What follows belongs to an exercise in optimizing a design on an open flow for small area, a short achievable clock period and few clock cycles; a production flow would make more cautious choices.
Function was checked by simulation only, so behaviour that the tests miss may differ from the original.
Power is estimated from default activity; no workload was simulated.

==> v16 <==
Design nope_enc37, start of the top module:
module nope_enc37 (
    input  wire          clk,
    input  wire          rst,
    input  wire          start,
    input  wire [1023:0] value,
    output reg           ready,
    output reg           sym_valid,
    output reg  [5:0]    sym,
    output reg           sym_last
);
==> module nope_enc37, before the edit <==
module nope_enc37 (
    input  wire          clk,
    input  wire          rst,
    input  wire          start,
    input  wire [1023:0] value,
    output reg           ready,
    output reg           sym_valid,
    output reg  [5:0]    sym,
    output reg           sym_last
);
    localparam integer K  = 2;                   
    localparam integer N  = (1024 + K - 1) / K;  
    localparam integer W  = N * K;               
    localparam integer D  = 197;                 
    localparam integer NH = (D + 15) / 16;       
    reg  [W-1:0] inreg;     
    reg          busy;      
    reg  [8:0]   cnt;       
    wire         cnt_last = (cnt == N - 1);
    reg          shift_r;   
    wire         accept   = start & ready & ~rst;
    always @(posedge clk) begin
        if (shift_r)
            inreg <= {inreg[W-K-1:0], {K{1'b0}}};
        else
            inreg <= {{(W-1024){1'b0}}, value};
    end
    reg        clear_r, clear_r2;  
    reg        em_active;          
    reg [7:0]  e;                  
    reg [NH-1:0] ph;               
    reg [15:0]   pl;
    reg        busy_n, em_n;
    reg [8:0]  cnt_n;
    reg [7:0]  e_n;
    always @* begin
        busy_n = busy;
        cnt_n  = cnt;
        if (accept) begin
            busy_n = 1'b1;
            cnt_n  = 9'd0;
        end else if (busy) begin
            cnt_n = cnt + 9'd1;
            if (cnt_last)
                busy_n = 1'b0;
        end
        em_n = em_active;
        e_n  = e;
        if (busy & cnt_last) begin
            em_n = 1'b1;
            e_n  = 8'd0;
        end else if (em_active) begin
            e_n = e + 8'd1;
            if (e == D - 1)
                em_n = 1'b0;
        end
        if (rst) begin
            busy_n = 1'b0;
            em_n   = 1'b0;
        end
    end
    wire clear_n = rst | clear_r;
    integer gh;
    always @(posedge clk) begin
        busy      <= busy_n;
        cnt       <= cnt_n;
        em_active <= em_n;
        e         <= e_n;
        ready     <= ~busy_n | (cnt_n == N - 1);
        shift_r   <= busy_n & (cnt_n != N - 1);
        clear_r   <= rst;
        clear_r2  <= clear_r;
        for (gh = 0; gh < NH; gh = gh + 1)
            ph[gh] <= clear_n | (em_n & (e_n[7:4] == gh));
        for (gh = 0; gh < 16; gh = gh + 1)
            pl[gh] <= clear_n | (e_n[3:0] == gh);
    end
    wire [K-1:0] chunk [0:D];    
    wire [5:0]   rsel  [0:D];    
    assign chunk[0] = busy ? inreg[W-1 -: K] : {K{1'b0}};
    genvar gi;
    generate
        for (gi = 0; gi < D; gi = gi + 1) begin : g_st
            reg  [5:0]   rem;
            reg  [K-1:0] q;
            wire         sel = ph[gi / 16] & pl[gi % 16];
            reg  [5:0]   x;
            reg  [5:0]   u;
            reg  [5:0]   cy;
            reg  [K-1:0] qn;
            integer j;
            always @* begin
                x = rem;
                for (j = K - 1; j >= 0; j = j - 1) begin
                    qn[j] = x[5] | (x[4] & (x[3] | x[2] | (x[1] & (x[0] | chunk[gi][j]))));
                    u     = {x[4:0], chunk[gi][j]};
                    cy[1] = u[0];
                    cy[2] = u[1] | cy[1];
                    cy[3] = u[2] & cy[2];
                    cy[4] = u[3] | cy[3];
                    cy[5] = u[4] | cy[4];
                    x[0]  = u[0] ^ qn[j];
                    x[1]  = u[1] ^ (qn[j] & ~cy[1]);
                    x[2]  = u[2] ^ (qn[j] & cy[2]);
                    x[3]  = u[3] ^ (qn[j] & ~cy[3]);
                    x[4]  = u[4] ^ (qn[j] & ~cy[4]);
                    x[5]  = u[5] ^ (qn[j] & cy[5]);
                end
            end
            always @(posedge clk) begin
                if (sel) begin
                    rem <= {{(6-K){1'b0}}, chunk[gi]};
                    q   <= {K{1'b0}};
                end else begin
                    rem <= x;
                    q   <= qn;
                end
            end
            assign chunk[gi + 1] = q;
            assign rsel[gi]      = {6{pl[gi % 16]}} & rem;
        end
    endgenerate
    reg  [5:0] rg [0:NH-1];
    reg        p1_valid, p1_first, p1_lastdig;
    integer gg, gl;
    reg [5:0] acc;
    always @(posedge clk) begin
        for (gg = 0; gg < NH; gg = gg + 1) begin
            acc = 6'd0;
            for (gl = 0; gl < 16; gl = gl + 1)
                if (gg * 16 + gl < D)
                    acc = acc | rsel[gg * 16 + gl];
            rg[gg] <= {6{ph[gg]}} & acc;
        end
    end
    reg [5:0] rall;
    always @* begin
        rall = 6'd0;
        for (gg = 0; gg < NH; gg = gg + 1)
            rall = rall | rg[gg];
    end
    reg        s_first, s_lastdig;
    reg  [5:0] csum;
    wire [6:0] cs_add  = {1'b0, csum} + {1'b0, sym};
    wire [5:0] cs_next = (cs_add >= 7'd37) ? (cs_add - 7'd37) : cs_add[5:0];
    always @(posedge clk) begin
        if (rst) begin
            p1_valid  <= 1'b0;
            sym_valid <= 1'b0;
            sym_last  <= 1'b0;
            s_lastdig <= 1'b0;
        end else begin
            p1_valid   <= em_active;
            p1_first   <= (e == 8'd0);
            p1_lastdig <= (e == D - 1);
            if (sym_valid & s_lastdig) begin
                sym       <= cs_next;
                sym_valid <= 1'b1;
                sym_last  <= 1'b1;
                s_lastdig <= 1'b0;
            end else begin
                sym       <= rall;
                sym_valid <= p1_valid;
                sym_last  <= 1'b0;
                s_first   <= p1_first;
                s_lastdig <= p1_valid & p1_lastdig;
            end
            if (sym_valid & ~sym_last)
                csum <= s_first ? sym : cs_next;
        end
    end
endmodule
==> flow/config.mk <==
export PLATFORM = sky130hd
export DESIGN_NAME = nope_enc37
export DESIGN_NICKNAME = nope_enc37
export VERILOG_FILES = /design/flow/design.v
export SDC_FILE = /design/flow/constraint.sdc
export NUM_CORES = 4
export LEC_CHECK = 0
export ABC_AREA = 1
export CAP_MARGIN = 20
export CORE_MARGIN = 2
export CORE_UTILIZATION = 65
export SETUP_SLACK_MARGIN = 2.3
export SLEW_MARGIN = 20
==> flow/constraint.sdc <==
create_clock -name core_clock -period 5.0 [get_ports {clk}]
set_input_delay 1.0000 -clock core_clock [delete_from_list [all_inputs] [get_ports {clk}]]
set_output_delay 1.0000 -clock core_clock [all_outputs]
set_load 0.01 [all_outputs]
run.sh (not shown) runs the stock make flow with config.mk's settings and CLKGATE_MAP_FILE= SYNTH_SCRIPT=/design/flow/synth_recipe.tcl, a recipe that flattens the netlist after the stock synthesis.
==> v24: changes against v16 <==
--- a/flow/design.v
+++ b/flow/design.v
@@ -119,3 +119,3 @@
             assign chunk[gi + 1] = q;
-            assign rsel[gi]      = {6{pl[gi % 16]}} & rem;
+            assign rsel[gi]      = {6{sel}} & rem;
         end
@@ -132,3 +132,3 @@
                     acc = acc | rsel[gg * 16 + gl];
-            rg[gg] <= {6{ph[gg]}} & acc;
+            rg[gg] <= acc;
         end
@@ -141,31 +141,29 @@
     end
-    reg        s_first, s_lastdig;
-    reg  [5:0] csum;
-    wire [6:0] cs_add  = {1'b0, csum} + {1'b0, sym};
-    wire [5:0] cs_next = (cs_add >= 7'd37) ? (cs_add - 7'd37) : cs_add[5:0];
+    reg        s_first, s_lastdig, cs_pending;
+    reg  [6:0] csum;
+    wire       cs_ge   = (csum >= 7'd37);
+    wire [6:0] cs_low  = cs_ge ? (csum - 7'd37) : csum;    
+    wire [6:0] cs_next = cs_low + {1'b0, sym};              
     always @(posedge clk) begin
         if (rst) begin
-            p1_valid  <= 1'b0;
-            sym_valid <= 1'b0;
-            sym_last  <= 1'b0;
-            s_lastdig <= 1'b0;
+            p1_valid   <= 1'b0;
+            sym_valid  <= 1'b0;
+            sym_last   <= 1'b0;
+            s_lastdig  <= 1'b0;
+            cs_pending <= 1'b0;
         end else begin
             p1_valid   <= em_active;
-            p1_first   <= (e == 8'd0);
-            p1_lastdig <= (e == D - 1);
-            if (sym_valid & s_lastdig) begin
-                sym       <= cs_next;
-                sym_valid <= 1'b1;
-                sym_last  <= 1'b1;
-                s_lastdig <= 1'b0;
-            end else begin
-                sym       <= rall;
-                sym_valid <= p1_valid;
-                sym_last  <= 1'b0;
-                s_first   <= p1_first;
-                s_lastdig <= p1_valid & p1_lastdig;
-            end
-            if (sym_valid & ~sym_last)
-                csum <= s_first ? sym : cs_next;
+            sym_valid  <= p1_valid | cs_pending;
+            sym_last   <= cs_pending;
+            s_lastdig  <= p1_valid & p1_lastdig;
+            cs_pending <= sym_valid & s_lastdig;
         end
+        p1_first   <= (e == 8'd0);
+        p1_lastdig <= (e == D - 1);
+        s_first    <= p1_first;
+        sym        <= cs_pending ? cs_low[5:0] : rall;
+        if (s_first)
+            csum <= {1'b0, sym};
+        else
+            csum <= cs_next;
     end
--- a/flow/config.mk
+++ b/flow/config.mk
@@ -10,4 +10,6 @@
 export CORE_MARGIN = 2
-export CORE_UTILIZATION = 65
-export SETUP_SLACK_MARGIN = 2.3
+export CORE_UTILIZATION = 70
+export CTS_CLUSTER_DIAMETER = 60
+export CTS_CLUSTER_SIZE = 30
+export SETUP_SLACK_MARGIN = 2.4
 export SLEW_MARGIN = 20
==> v15: changes against v16 <==
==> flow/design.v (replaced) <==
module nope_enc37 (
    input  wire          clk,
    input  wire          rst,
    input  wire          start,
    input  wire [1023:0] value,
    output wire          ready,
    output reg           sym_valid,
    output reg  [5:0]    sym,
    output reg           sym_last
);
    localparam integer K  = 3;                  
    localparam integer N  = (1024 + K - 1) / K;  
    localparam integer W  = N * K;              
    localparam integer D  = 197;                
    localparam integer NH = (D + 15) / 16;      
    reg  [W-1:0] inreg;     
    reg          busy;      
    reg  [8:0]   cnt;       
    wire         cnt_last = (cnt == N - 1);
    assign ready = ~busy | cnt_last;
    wire         accept = start & ready & ~rst;
    always @(posedge clk) begin
        if (accept)
            inreg <= {{(W-1024){1'b0}}, value};
        else
            inreg <= {inreg[W-K-1:0], {K{1'b0}}};
    end
    reg        clear_r;    
    reg        em_active;  
    reg [7:0]  e;          
    reg [5:0]  csum;
    wire clear = rst | clear_r;
    wire [NH-1:0] ph;
    wire [15:0]   pl;
    genvar gi;
    generate
        for (gi = 0; gi < NH; gi = gi + 1) begin : g_ph
            assign ph[gi] = (em_active & (e[7:4] == gi)) | clear;
        end
        for (gi = 0; gi < 16; gi = gi + 1) begin : g_pl
            assign pl[gi] = (e[3:0] == gi) | clear;
        end
    endgenerate
    wire [K-1:0] chunk [0:D];    
    wire [5:0]   rsel  [0:D];    
    assign chunk[0] = busy ? inreg[W-1 -: K] : {K{1'b0}};
    assign rsel[0]  = 6'd0;
    generate
        for (gi = 0; gi < D; gi = gi + 1) begin : g_st
            reg  [5:0]   rem;
            reg  [K-1:0] q;
            wire         sel = ph[gi / 16] & pl[gi % 16];
            reg  [5:0]   x;
            reg  [5:0]   u;
            reg  [5:0]   cy;
            reg  [K-1:0] qn;
            integer j;
            always @* begin
                x = sel ? 6'd0 : rem;
                for (j = K - 1; j >= 0; j = j - 1) begin
                    qn[j] = x[5] | (x[4] & (x[3] | x[2] | (x[1] & (x[0] | chunk[gi][j]))));
                    u     = {x[4:0], chunk[gi][j]};
                    cy[1] = u[0];
                    cy[2] = u[1] | cy[1];
                    cy[3] = u[2] & cy[2];
                    cy[4] = u[3] | cy[3];
                    cy[5] = u[4] | cy[4];
                    x[0]  = u[0] ^ qn[j];
                    x[1]  = u[1] ^ (qn[j] & ~cy[1]);
                    x[2]  = u[2] ^ (qn[j] & cy[2]);
                    x[3]  = u[3] ^ (qn[j] & ~cy[3]);
                    x[4]  = u[4] ^ (qn[j] & ~cy[4]);
                    x[5]  = u[5] ^ (qn[j] & cy[5]);
                end
            end
            always @(posedge clk) begin
                rem <= x;
                q   <= qn;
            end
            assign chunk[gi + 1] = q;
            assign rsel[gi + 1]  = rsel[gi] | ({6{sel}} & rem);
        end
    endgenerate
    wire [6:0] cs_add  = {1'b0, csum} + {1'b0, sym};
    wire [5:0] cs_next = (cs_add >= 7'd37) ? (cs_add - 7'd37) : cs_add[5:0];
    always @(posedge clk) begin
        sym_valid <= 1'b0;
        sym_last  <= 1'b0;
        clear_r   <= rst;
        if (rst) begin
            busy      <= 1'b0;
            em_active <= 1'b0;
        end else begin
            if (accept) begin
                busy <= 1'b1;
                cnt  <= 9'd0;
            end else if (busy) begin
                cnt <= cnt + 9'd1;
                if (cnt_last)
                    busy <= 1'b0;
            end
            if (busy & cnt_last) begin
                em_active <= 1'b1;
                e         <= 8'd0;
            end else if (em_active) begin
                e <= e + 8'd1;
                if (e == 8'd197)
                    em_active <= 1'b0;
            end
            if (em_active) begin
                sym_valid <= 1'b1;
                if (e == 8'd197) begin
                    sym      <= cs_next;
                    sym_last <= 1'b1;
                end else begin
                    sym <= rsel[D];
                end
                if (e == 8'd1)
                    csum <= sym;
                else
                    csum <= cs_next;
            end
        end
    end
endmodule
--- a/flow/config.mk
+++ b/flow/config.mk
@@ -10,4 +10,3 @@
 export CORE_MARGIN = 2
-export CORE_UTILIZATION = 65
-export SETUP_SLACK_MARGIN = 2.3
+export CORE_UTILIZATION = 55
 export SLEW_MARGIN = 20
==> v19: changes against v16 <==
--- a/flow/design.v
+++ b/flow/design.v
@@ -19,9 +19,8 @@
     wire         cnt_last = (cnt == N - 1);
-    reg          shift_r;   
     wire         accept   = start & ready & ~rst;
     always @(posedge clk) begin
-        if (shift_r)
+        if (ready)
+            inreg <= {{(W-1024){1'b0}}, value};
+        else
             inreg <= {inreg[W-K-1:0], {K{1'b0}}};
-        else
-            inreg <= {{(W-1024){1'b0}}, value};
     end
@@ -69,3 +68,2 @@
         ready     <= ~busy_n | (cnt_n == N - 1);
-        shift_r   <= busy_n & (cnt_n != N - 1);
         clear_r   <= rst;
--- a/flow/config.mk
+++ b/flow/config.mk
@@ -10,4 +10,3 @@
 export CORE_MARGIN = 2
-export CORE_UTILIZATION = 65
-export SETUP_SLACK_MARGIN = 2.3
+export CORE_UTILIZATION = 60
 export SLEW_MARGIN = 20
==> qor summary <==
| metric | v19 | v16 | v24 | v15 |
|---|---|---|---|---|
| Run status | no timing/DRC/antenna violations | no timing/DRC/antenna violations | no timing/DRC/antenna violations | no timing/DRC/antenna violations |
| Global-route wire length before repair | 602 mm | 575 mm | 564 mm | 811 mm |
| Pre-CTS setup slack | 1900 ps | 1770 ps | 2180 ps | -351 ps |
| Count of non-CTS inverters in the layout | 2237 | 2244 | 2244 | 3053 |
| DRT Pass-1 Iters | 6 | 9 | 6 | 9 |
| Worst Min Path Start | inreg[14] | inreg[817] | p1_first | inreg[995] |
| Worst R2R Path Depth | 5 | 5 | 6 | 26 |
| Die Height | 477 um | 461 um | 444 um | 539 um |
| Peak ir drop on the vdd network | 0.000397 V | 0.000483 V | 0.000446 V | 0.000610 V |
| Worst clock skew | 40.3 ps | 68.4 ps | 43.2 ps | 73.5 ps |
| Count of distinct cell types in the synthesized netlist | 43 | 47 | 46 | 65 |
| Worst hold path depth | 2 | 1 | 0 | 2 |
| Reg2reg end | rg[11][0] | rg[10][5] | rg[10][2] | g_st[156].rem[1] |
| Count of H-tree levels built during CTS | 5 | 5 | 4 | 5 |
| Cell count after synthesis | 19600 | 17500 | 17500 | 23900 |
| Share of total power in combinational logic | 44.3% | 46.8% | 49.2% | 64.6% |
| Met3 routed WL | 30.2 mm | 26.5 mm | 26.1 mm | 37.3 mm |
| Xor/xnor cell area share of the yosys netlist | 2.66% | 2.61% | 2.59% | 4.51% |
| GRT met1 Usage | 41.6% | 40.7% | 43.1% | 43.6% |
| YS warnings | 2 | 2 | 2 | 1 |
| Start of the worst register-to-register path | pl[8] | pl[7] | pl[9] | e[0] |
| Netlist area before placement | 134000 um^2 | 136000 um^2 | 136000 um^2 | 157000 um^2 |
| Sum of net half-perimeters after detailed placement | 287 mm | 265 mm | 265 mm | 425 mm |
| Non-clk buf share | 7.03% | 6.86% | 6.90% | 17.7% |
Testbench counts of v16, summed over its fixed seeds: cycles 11,040.
Testbench counts of v24, summed over its fixed seeds: cycles 11,044.
Testbench counts of v15, summed over its fixed seeds: cycles 7,636.
Testbench counts of v19, summed over its fixed seeds: cycles 11,040.

port drivers added, routing unchanged:
How much do the figures lean on ideal ports? The routed layouts below were timed once more, with nothing changed but the port constraints.
Step 1 assumes that a clkbuf_16 drives the clock port and a buf_2 every other input.
Step 2, shift: input delay + t, output delay - t, t = (earliest + latest rising clock arrival at the registers) / 2. This alone moves slack from input paths to output paths.
Three values: no drivers, after step 1, after step 2; two values: the first two.
run	t, ns	setup slack, ns	worst register clock-pin slew, ns	pins driven straight from the clock port
v16	1.032	2.203 / 2.203 / 1.694	0.07 / 0.07	1
v24	0.952	2.343 / 2.340 / 2.017	0.11 / 0.11	1
v15	0.994	0.392 / 0.392 / -0.397	0.07 / 0.07	1
v19	1.001	1.761 / 1.686 / 1.657	0.07 / 0.07	1
Met with ideal ports but missed after step 2: setup timing in v15. The setup slack of v15, which loses most, moves by 0.000 ns with the drivers and by -0.789 ns with both steps.
